What follows belongs to an exercise in optimizing a design on an open flow for small area and a short achievable clock period; a production flow would make more cautious choices. In this exercise RTL edits were held to simulation tests only and were not proved equivalent to the original. Power and IR drop assume default switching activity.

==> flow/design.v, too long to show whole: its modules and the start of the top module <==
// module pipe5_core: 1079 lines
// module fa3: 4 lines
// module bpp: 4 lines
// module zmask: 3 lines
// module rbit: 3 lines
module pipe5_core (
    input  wire        clk,
    input  wire        rst,
    output wire        imem_en,
    output wire [9:0]  imem_addr,
    input  wire [31:0] imem_data,
    output wire        dmem_req,
    output wire        dmem_we,
    output wire [19:0] dmem_addr,
    output wire [31:0] dmem_wdata,
    input  wire        dmem_ready,
    input  wire [31:0] dmem_rdata,
    output wire        retire,
    output wire        wb_we,
    output wire [3:0]  wb_rd,
    output wire [31:0] wb_data,
    output wire        halted
);
  // ...
==> flow/run.sh <==
#!/bin/bash
# synth_recipe.tcl (not shown) runs the flow's synth.tcl, then flattens the netlist and writes it again
# the make line also repeats each setting of config.mk as NAME=value (left out here)
make -C /OpenROAD-flow-scripts/flow DESIGN_CONFIG=/design/flow/config.mk WORK_HOME=/design/flow/orfs CLKGATE_MAP_FILE= SYNTH_SCRIPT=/design/flow/synth_recipe.tcl finish
==> flow/config.mk <==
export PLATFORM = sky130hd
export DESIGN_NAME = pipe5_core
export DESIGN_NICKNAME = pipe5_core
export VERILOG_FILES = /design/flow/design.v
export SDC_FILE = /design/flow/constraint.sdc
export NUM_CORES = 4
export LEC_CHECK = 0
export CAP_MARGIN = 20
export CORE_MARGIN = 2
export CORE_UTILIZATION = 40
export PLACE_DENSITY = 0.6
export SETUP_SLACK_MARGIN = 5
export SLEW_MARGIN = 20
export SYNTH_HIERARCHICAL = 1
==> flow/constraint.sdc <==
create_clock -name core_clock -period 11.0 [get_ports {clk}]
set_input_delay 2.2000 -clock core_clock [delete_from_list [all_inputs] [get_ports {clk}]]
set_output_delay 2.2000 -clock core_clock [all_outputs]
set_load 0.01 [all_outputs]
==> parameters.txt, run 1 <==
Parameter                              Value

Outcome
  Result of the run ... no timing/DRC/antenna violations

Yosys
  Top-area cell type share of the netlist area ... 37.3%
  Most used flip-flop cell after synthesis ... edfxtp_1
  Number of register bits inferred by synthesis ... 702

Cells and area
  Antenna Diode Count ... 4
  Max FFs per register ... 448
  Area delta synth->final ... 15.7%
  Count of inverters other than clock inverters in the layout ... 120
  Bufs w/o clock ... 371
  Largest register by flop count ... x

Worst setup path
  Worst reg2reg path depth ... 20
  Nature of the critical path endpoint ... flip-flop
  R2r setup slk ... 5.09 ns
  Slowest-stage cell, CP ... edfxtp_1
  Chain of cells forming the critical path ... nand2b_1, nor2_2, buf_4, buf_4, a222oi_1, and3_1, nand4_1, ha_1, a31o_2, a21oi_1, o21ai_2, a221o_1, a31oi_4, o2111ai_1, nand4_1, xor2_1, a31oi_4, buf_12, mux2i_1, a211oi_1

Power and ir drop
  Peak supply drop ... 0.431 mV
  Flop pwr share ... 23.3%

Timing
  Slew of the pin with the lowest slew margin ... 1.26 ns
  Slew HR ... 15.4%
  Count of final setup violators ... 0
  Final-layout setup total negative slack ... 0 ns
  Maximum clock frequency ... 0.169 GHz

Clock tree
  Clk pin slew, worst setup/hold paths ... 0.06 ns
  Clock Root Buffer ... clkbuf_16
  H-Tree Level Count ... 3

Global routing
  Grt met3 use ... 7.38%
  Total grt overflow ... 0
  Met2 track demand over resource ... 49.3%
  Vias in the first global route ... 41900
  Wire length of the first global-routing pass ... 288 mm

Die
  Std cell rows ... 129

Worst hold path
  WHS Path Cells ... 2

Placement
  Inst Count DP ... 6166
==> run 2, diff against run 1 <==
--- a/flow/config.mk
+++ b/flow/config.mk
@@ -11,3 +11,2 @@
 export PLACE_DENSITY = 0.6
-export SETUP_SLACK_MARGIN = 5
 export SLEW_MARGIN = 20
==> parameters.txt, run 2 <==
Parameter                              Value

Yosys
  Most used flip-flop cell after synthesis ... edfxtp_1
  EDFF count, synth ... 624
  Syn Std Cell Area ... 50200 um2
  Library cell occupying the most area in the post-synthesis netlist ... edfxtp_1
  Number of register bits inferred by synthesis ... 702 (unchanged)
  Leading post-synthesis cells by cell area ... edfxtp_1, fa_1, xnor2_1
  Most instantiated cells after synthesis ... edfxtp_1, xnor2_1, a22oi_1
  Synthesized area per cell ... 11.5 um2
  Most common cell in the netlist ... edfxtp_1
  Yosys warns ... 8
  Share of synthesized area occupied by flip-flops and latches ... 40.4%
  Top-area cell type share of the netlist area ... 37.3% (unchanged)
  Number of distinct library cell variants in the gate-level netlist after synthesis ... 79
  Gate count of the mapped netlist ... 4358
  Post-synth ARST share ... 0%

Timing
  Slew of the pin with the lowest slew margin ... 1.28 ns (+0.0206 ns)
  Final critical-path setup slack ... 4.09 ns
  Post-route clock skew ... 0.0606 ns
  Post-layout minimum cycle time ... 6.91 ns
  Final-layout setup total negative slack ... 0 ns (unchanged)
  Count of final setup violators ... 0 (unchanged)
  Final max-slew violation count ... 0
  Final Hold Vio Count ... 0
  Maximum clock frequency ... 0.145 GHz (-14%)
  Unrepaired setup endpoints after global routing ... no
  Slew HR ... 14.6% (-0.80 points)
  Final Cycle Share ... 62.8%

Clock tree
  Total clock buffers created by CTS ... 82
  Clock Path Buffers ... 3
  H-Tree Level Count ... 3 (unchanged)
  Cells resized by post-CTS repair ... 0
  Number of setup buffers added after CTS ... 0
  Clock tree from TritonCTS ... done
  Clk pin slew, worst setup/hold paths ... 0.06 ns (about the same)
  Clock Root Buffer ... clkbuf_16
  TritonCTS Sinks ... 702
  Clk Latency, worst-skew pair ... 0.73 ns
  Hold bufs inserted after CTS ... 0

Worst hold path
  Hold Path Origin ... wb_halt$_SDFF_PP0_
  WHS Path Cells ... 2 (unchanged)
  Hold Path End ... halted_q$_SDFFE_PP0P_
  Hold Path Class ... reg -> reg

Worst setup path
  Arrival time of the worst setup path ... 4.71 ns
  CP Max Fanout ... 29
  Launching element type of the critical path ... flip-flop
  Startpoint of the lowest-slack register-to-register path ... eb[3]$_DFFE_PN_
  R2r setup slk ... 4.42 ns (-0.67 ns)
  R2R Path End ... mc[31]$_DFFE_PN_
  Nature of the critical path endpoint ... primary output
  Required time of the worst setup path ... 8.80 ns
  Type of the worst setup path ... reg -> out
  Worst reg2reg path depth ... 19 (-5.0%)

Outcome
  Result of the run ... no timing/DRC/antenna violations

Detailed routing
  Vias per cell ... 6.69
  Remaining antenna violation count after routing ... 0
  Final WL ... 202 mm
  DR WL/cell ... 31.9 um
  DRC Markers ... 0
  Via count ... 42200
  Number of DRC markers after the initial detailed-route iteration ... 6692
  First drt pass iteration count ... 10

Global routing
  Wire length of the first global-routing pass ... 287 mm (-0.56%)
  Total Routing Usage GR ... 30.7%
  Initial antenna violation count ... 8
  Total grt overflow ... 0 (unchanged)
  Pin count of the biggest net entering global routing ... 80
  Vias in the first global route ... 41300 (-1.4%)

Cells and area
  Highest-count cells in the layout ignoring fill and taps ... edfxtp_1, xnor2_1, a22oi_1, a22oi_2, nand2_1
  Nets@finish ... 5024
  Largest register by flop count ... x
  Most common library cell in the layout ignoring fill and taps ... edfxtp_1
  Area delta synth->final ... 14.6%
  Final cell area excluding filler cells ... 57500 um2
  Fillers ... 11400
  Max FFs per register ... 448 (unchanged)
  Share of final-layout standard cells stronger than drive strength 1 ... 15.2%

Power and ir drop
  Leakage ... 19.5 nW
  Peak supply drop ... 0.485 mV (+12%)
  PD cells ... 281 nW/um2
  Tot Pwr ... 16.2 mW

Die
  DIE AREA ... 128000 um2
  Die boundary width ... 358 um
  Number of top-level pins ... 171
  CORE AREA ... 124000 um2
  Effective utilization at floorplan ... 40.5%
  Die height ... 358 um
  Std cell rows ... 129 (unchanged)

Placement
  Placed Area ... 54800 um2
  Worst setup slack after placement ... 4.49 ns
  Half-perimeter wire length after detailed placement ... 132 mm
  Final Wtd Congestion ... 0.939
  Total of buffers placed on input and output ports ... 170

Flow run
  Max-Cap Viols ... 0
==> run 2: cell types whose count changed in the layout (fill, tap and decap cells not counted), sizes merged, moves of 3 or more <==
cell,before,now
clkinv,33,28
buf,202,152
inv,120,123
diode,4,1
clkinvlp,4,7
==> run 2: stage by stage <==
step                      utilization (%)  hold slack [ns]  instances
after floorplan                         -            0.411       4373
after global placement               44.1            0.416       6155
after detailed placement             44.1            0.423       6155
after CTS                            46.3            0.438       6305
after global routing                 46.4            0.451       6307
final                                46.4            0.436       6308
==> run 2: how the worst max path moves through the flow <==
stage | from | end
final | id_ir[24]$_DFFE_PP_ | imem_en
after global routing | id_ir[24]$_DFFE_PP_ | imem_en
after CTS | id_ir[24]$_DFFE_PP_ | imem_en
after detailed placement | dmem_ready | imem_en
after global placement | eb[3]$_DFFE_PN_ | mc[31]$_DFFE_PN_
after floorplan | eb[3]$_DFFE_PN_ | mc[31]$_DFFE_PN_
==> run 2: layer usage <==
layer	global-route usage [%]	share of wire, %	vias to the layer above
met5	0	0.024	-
met2	49.8	46	2744
met1	38.4	38	20900
met3	7.77	11	663
met4	14.1	5.2	8
li1	-	-	17900
==> run 2: critical path, stage by stage, from the launching register on <==
cell	delay, ns
edfxtp_1	0.57
or3_4	0.48
a32oi_1	0.60
o211ai_1	0.19
o41ai_1	0.10
nand3_1	0.39
a31o_2	0.37
a2111oi_4	0.33
buf_4	0.34
clkdlybuf4s50_1	0.60
==> run 2: power by group <==
group	internal, mW	leakage [nW]	switching (mW)	total [mW]
sequential	3.38	7.25	0.463	3.85
combinational	4.26	10.9	5.28	9.54
clock	1.58	1.31	1.21	2.79
total	9.22	19.5	6.95	16.2
==> run 2: layout make-up <==
cell class	count	area, um2	area share [%]
diodes	1	2.50	0.00435
clock buffers	105	2200	3.82
clock inverters	45	523	0.909
inverters	119	452	0.785
multi-input cells	3377	29200	50.7
flip-flops and latches	702	20300	35.3
well taps	1637	2050	3.56
repair buffers	322	2850	4.95
==> run 2: logic make-up (layout without fill, tap and decap cells) <==
logic type | count (synthesis) | after routing | synth area share [%]
and+or+nand+nor | 866 | 866 | 8.51
buffers and inverters | 294 | 591 | 2.41
AOI/OAI and AO/OA | 1573 | 1573 | 25.9
muxes | 93 | 93 | 2.64
other | 1 | 17 | 0.00747
xor gates and xnor gates | 476 | 476 | 8.30
adders and majority gates | 353 | 353 | 11.8
DFF | 702 | 702 | 40.4
==> run 2: modules after synthesis (local to each module, per instance) <==
| module | copies in the design | cells | cell area (um2) | flip-flops and latches |
|---|---|---|---|---|
| fa3 | 196 | 1 | 20.0 | 0 |
| bpp | 272 | 2 | 21.3 | 0 |
| pipe5_core | 1 | 2719 | 33600 | 702 |
| rbit | 96 | 9 | 70.1 | 0 |
| zmask | 1 | 35 | 223 | 0 |

port drivers added, routing unchanged:
In the flow no input, the clock included, has a driving cell. The finished layouts below were timed again as built, in two steps. Step 1 assumes that a clkbuf_16 drives the clock port and a buf_2 every other input. Step 2 times the ports against the registers' clock, not the clock port: input delays grow and output delays shrink by t, the midpoint of the rising clock arrivals with the driver on. Slacks: ideal ports / drivers / drivers and shift; pairs: ideal ports / drivers.
run	t, ns	slack for setup (ns)	hold WS [ns]	clock arrival spread, ns	worst register clock-pin slew, ns
run 1	0.772	5.092 / 5.092 / 5.092	0.436 / 0.436 / 0.436	0.046 / 0.046	0.07 / 0.07
run 2	0.774	4.095 / 4.017 / 4.418	0.436 / 0.436 / 0.436	0.062 / 0.061	0.07 / 0.07
After both steps setup and hold are still met in every run listed.
